This design comes from an exercise in tuning for small area, a short achievable clock period and few clock cycles per item on the open sky130 flow, not from production work. The clock input has no modelled driver; a real chip could not lean on it and would need a root buffer or a full tree. Power figures rest on the tool's default switching activity, not on a simulated workload.

==> flow/design.v <==
module p286_tmds_ser (
    input  wire        clk,
    input  wire        rst,         
    input  wire        in_valid,
    output wire        in_ready,
    input  wire        in_ctl,      
    input  wire        in_hsync,    
    input  wire        in_vsync,    
    input  wire [23:0] in_rgb,      
    output wire        out_valid,
    output wire [5:0]  out_unit
);
    reg  [4:0] j_q;         
    reg        h_q;         
    reg        act_q;       
    reg        rdy_q;       
    reg        act1_q;      
    reg        ov_q;        
    reg        pix_q;       
    reg        m0_q;        
    reg        m9_q;        
    reg  [9:0] ring_q [0:2];
    reg  [2:0] inv_q;
    reg  [2:0] o_q;
    wire i0   = !j_q[4] && !j_q[0];
        wire i9   =  j_q[4] && !j_q[3];
    wire i89  =  j_q[4] && !j_q[2];
    wire k354 = (j_q[2] && !j_q[3]) || (j_q[4] && j_q[0]) || (j_q[2] && !j_q[1]) || i9 || i0;
    wire t0     = !h_q && i0;
    wire t19    =  h_q && i9;
    wire pass1  = !h_q ? !i0 : i0;              
    wire mid    = pix_q && !h_q && !i0 && !i9;  
    wire t10p   = h_q && i0;                     
    wire pixs   = pix_q && !t0;                  
    wire krg    = t0 || (!pix_q && k354);
    wire kb     = t0 || (!pix_q && (k354 ^ (i0 ? m9_q : m0_q)));
    wire accept = in_valid && rdy_q;
    wire idle_n = !accept && rdy_q;                
    always @(posedge clk) begin
        if (rst || idle_n) begin
            j_q <= 5'b10000;
            h_q <= 1'b1;
        end else begin
            j_q <= {j_q[3:0], !j_q[4]};
            h_q <= h_q ^ i9;
        end
        if (rst) begin
            act_q  <= 1'b0;
            rdy_q  <= 1'b1;
            act1_q <= 1'b0;
            ov_q   <= 1'b0;
        end else begin
            act_q  <= accept || (act_q && !t19);
            rdy_q  <= !accept && (!act_q || (h_q && i89));
            act1_q <= act_q;
            ov_q   <= act1_q;
        end
        if (rdy_q) begin
            pix_q <= !in_ctl;
            m0_q  <= !in_hsync;
            m9_q  <= in_hsync ^ in_vsync;
        end
    end
    genvar c;
    generate
        for (c = 0; c < 3; c = c + 1) begin : ch
            wire [9:0] r = ring_q[c];
            wire [7:0] din = in_rgb[8*c +: 8];
            wire a1 = r[2], a2 = r[3], a3 = r[4], a4 = r[5], a5 = r[6], a6 = r[7], a7 = r[8];
            wire p12 = a1 & a2, p34 = a3 & a4, o12 = a1 | a2, o34 = a3 | a4;
            wire ge1a = o12 | o34;
            wire ge2a = p12 | p34 | (o12 & o34);
            wire ge3a = (p12 & o34) | (p34 & o12);
            wire ge4a = p12 & p34;
            wire ge1b = a5 | a6 | a7;
            wire ge2b = (a5 & a6) | (a5 & a7) | (a6 & a7);
            wire ge3b = a5 & a6 & a7;
            wire maj = ge4a | (ge3a & ge1b) | (ge2a & ge2b) | (ge1a & ge3b);
            wire inv = inv_q[c];
            wire y   = (mid && (r[9] ^ r[0])) || t10p;
            wire fb  = (pixs && (y ^ inv)) || ((c == 0) ? kb : krg);
            always @(posedge clk) begin
                if (rdy_q)
                    ring_q[c] <= {fb, din, r[1]};
                else
                    ring_q[c] <= {fb, r[9:1]};
                if (!pass1)
                    inv_q[c] <= maj;
                o_q[c] <= pass1 ? (fb ^ pix_q) : r[0];
            end
        end
    endgenerate
    assign in_ready  = rdy_q;
    assign out_valid = ov_q;
    assign out_unit  = {~o_q[2], o_q[2], ~o_q[1], o_q[1], ~o_q[0], o_q[0]};
endmodule
==> flow/config.mk <==
export PLATFORM = sky130hd
export DESIGN_NAME = p286_tmds_ser
export DESIGN_NICKNAME = p286_tmds_ser
export VERILOG_FILES = /design/flow/design.v
export SDC_FILE = /design/flow/constraint.sdc
export NUM_CORES = 4
export LEC_CHECK = 0
export ABC_AREA = 1
export CAP_MARGIN = 20
export CORE_MARGIN = 2
export CORE_UTILIZATION = 40
export SETUP_SLACK_MARGIN = 3.2
export SLEW_MARGIN = 20
==> flow/constraint.sdc <==
create_clock -name core_clock -period 5.0 [get_ports {clk}]
set_input_delay 1.0000 -clock core_clock [delete_from_list [all_inputs] [get_ports {clk}]]
set_output_delay 1.0000 -clock core_clock [all_outputs]
set_load 0.01 [all_outputs]
standard.sh (not shown) runs the stock make flow with config.mk's settings and CLKGATE_MAP_FILE= SYNTH_SCRIPT=/design/flow/synth_recipe.tcl, a recipe that flattens the netlist after the stock synthesis.
==> flow/flow/run.sh <==
#!/bin/bash
export BUFFER_PORTS_ARGS="-buffer_cell sky130_fd_sc_hd__buf_1"
export CTS_ARGS="-sink_clustering_enable -repair_clock_nets -root_buf sky130_fd_sc_hd__clkbuf_8 -buf_list sky130_fd_sc_hd__clkbuf_8 -dont_use_dummy_load"
export POST_CTS_TCL="$PWD/flow/drop_root.tcl"
bash standard.sh > standard.log 2>&1
==> flow/flow/drop_root.tcl <==
set block [ord::get_db_block]
set port_net [$block findNet clk]
set root ""
set nroot 0
foreach it [$port_net getITerms] { set root [$it getInst]; incr nroot }
if {$nroot != 1} { puts "drop_root: clock port drives $nroot pins, tree kept"; return }
set root_out ""
foreach it [$root getITerms] {
  if {[[$it getMTerm] getIoType] eq "OUTPUT"} { set root_out [$it getNet] }
}
set loads {}
set ok 1
foreach it [$root_out getITerms] {
  if {[$it getInst] eq $root} continue
  if {![string match "sky130_fd_sc_hd__clkbuf_*" [[[$it getInst] getMaster] getName]]} { set ok 0 }
  lappend loads $it
}
if {!$ok || [llength $loads] > 4} { puts "drop_root: root drives [llength $loads] pins, tree kept"; return }
puts "drop_root: removing [$root getName], port drives [llength $loads] buffers"
foreach it $loads { $it disconnect; $it connect $port_net }
foreach it [$root getITerms] { $it disconnect }
odb::dbInst_destroy $root
odb::dbNet_destroy $root_out
estimate_parasitics -placement
report_checks -path_delay max -format end
==> next run, changes <==
--- a/flow/design.v
+++ b/flow/design.v
@@ -18,9 +18,9 @@
     reg        ov_q;        
     reg        pix_q;       
+    reg        pix2_q;      
     reg        m0_q;        
     reg        m9_q;        
     reg  [9:0] ring_q [0:2];
     reg  [2:0] inv_q;
-    reg  [2:0] o_q;
     wire i0   = !j_q[4] && !j_q[0];
         wire i9   =  j_q[4] && !j_q[3];
@@ -29,10 +29,7 @@
     wire t0     = !h_q && i0;
     wire t19    =  h_q && i9;
-    wire pass1  = !h_q ? !i0 : i0;              
     wire mid    = pix_q && !h_q && !i0 && !i9;  
-    wire t10p   = h_q && i0;                     
-    wire pixs   = pix_q && !t0;                  
-    wire krg    = t0 || (!pix_q && k354);
-    wire kb     = t0 || (!pix_q && (k354 ^ (i0 ? m9_q : m0_q)));
+    wire t1     = !h_q && j_q[0] && !j_q[1];
+    wire rot    = h_q ? !i0 : i0;               
     wire accept = in_valid && rdy_q;
     wire idle_n = !accept && rdy_q;                
@@ -56,4 +53,5 @@
             ov_q   <= act1_q;
         end
+        pix2_q <= pix_q;
         if (rdy_q) begin
             pix_q <= !in_ctl;
@@ -78,6 +76,8 @@
             wire maj = ge4a | (ge3a & ge1b) | (ge2a & ge2b) | (ge1a & ge3b);
             wire inv = inv_q[c];
-            wire y   = (mid && (r[9] ^ r[0])) || t10p;
-            wire fb  = (pixs && (y ^ inv)) || ((c == 0) ? kb : krg);
+            wire x   = (r[9] && !t1) ^ r[0] ^ inv;
+            wire mk  = (c == 0) ? (i0 ? m9_q : m0_q) : 1'b0;
+            wire k   = pix_q ? (i9 ? !inv : inv) : (k354 ^ mk);
+            wire fb  = rot ? (r[0] ^ pix2_q) : mid ? x : k;
             always @(posedge clk) begin
                 if (rdy_q)
@@ -85,7 +85,6 @@
                 else
                     ring_q[c] <= {fb, r[9:1]};
-                if (!pass1)
+                if (rot)
                     inv_q[c] <= maj;
-                o_q[c] <= pass1 ? (fb ^ pix_q) : r[0];
             end
         end
@@ -93,4 +92,4 @@
     assign in_ready  = rdy_q;
     assign out_valid = ov_q;
-    assign out_unit  = {~o_q[2], o_q[2], ~o_q[1], o_q[1], ~o_q[0], o_q[0]};
+    assign out_unit  = {~ring_q[2][9], ring_q[2][9], ~ring_q[1][9], ring_q[1][9], ~ring_q[0][9], ring_q[0][9]};
 endmodule
Wire length goes up by 11%.
Worst hold slack is better by 17 ps.
Worst setup slack degrades by 64 ps.
Design area is higher by 0.75%.
Sequential power went down by about 3%.
Area after synthesis falls by 2.5%.
First-iteration DRC count went up by 33%.
Function was not checked in any run of this note: the RTL went through the layout flow alone.

-- static timing again, ports no longer ideal --
Ports are ideal in the flow. The routed layouts listed here were re-timed in OpenROAD.
Step 1 (the two cells are an assumption about what drives the block):
set clk [get_ports {clk}]
set_driving_cell -lib_cell sky130_fd_sc_hd__clkbuf_16 $clk
set_driving_cell -lib_cell sky130_fd_sc_hd__buf_2 [delete_from_list [all_inputs] $clk]
Step 2 moves the port delays by t, midway between the first and last clock arrival at a register: inputs arrive t later, outputs are due t later. That takes back most of the time a late clock gives input paths.
Slacks: ideal / step 1 / step 2; pairs: ideal / step 1.
| run | shift t [ns] | setup WS [ns] | hold slack, ns | worst slew at a driven data input, ns |
|---|---|---|---|---|
| the first run | 0.193 | 3.376 / 3.322 / 3.254 | 0.307 / 0.307 / 0.307 | 0.03 |
| the second run | 0.187 | 3.312 / 3.261 / 3.241 | 0.325 / 0.325 / 0.325 | 0.03 |
After both steps every run listed still meets setup and hold. For the first run, which loses most, drivers alone change the setup slack by -0.054 ns; drivers and shift together by -0.122 ns.
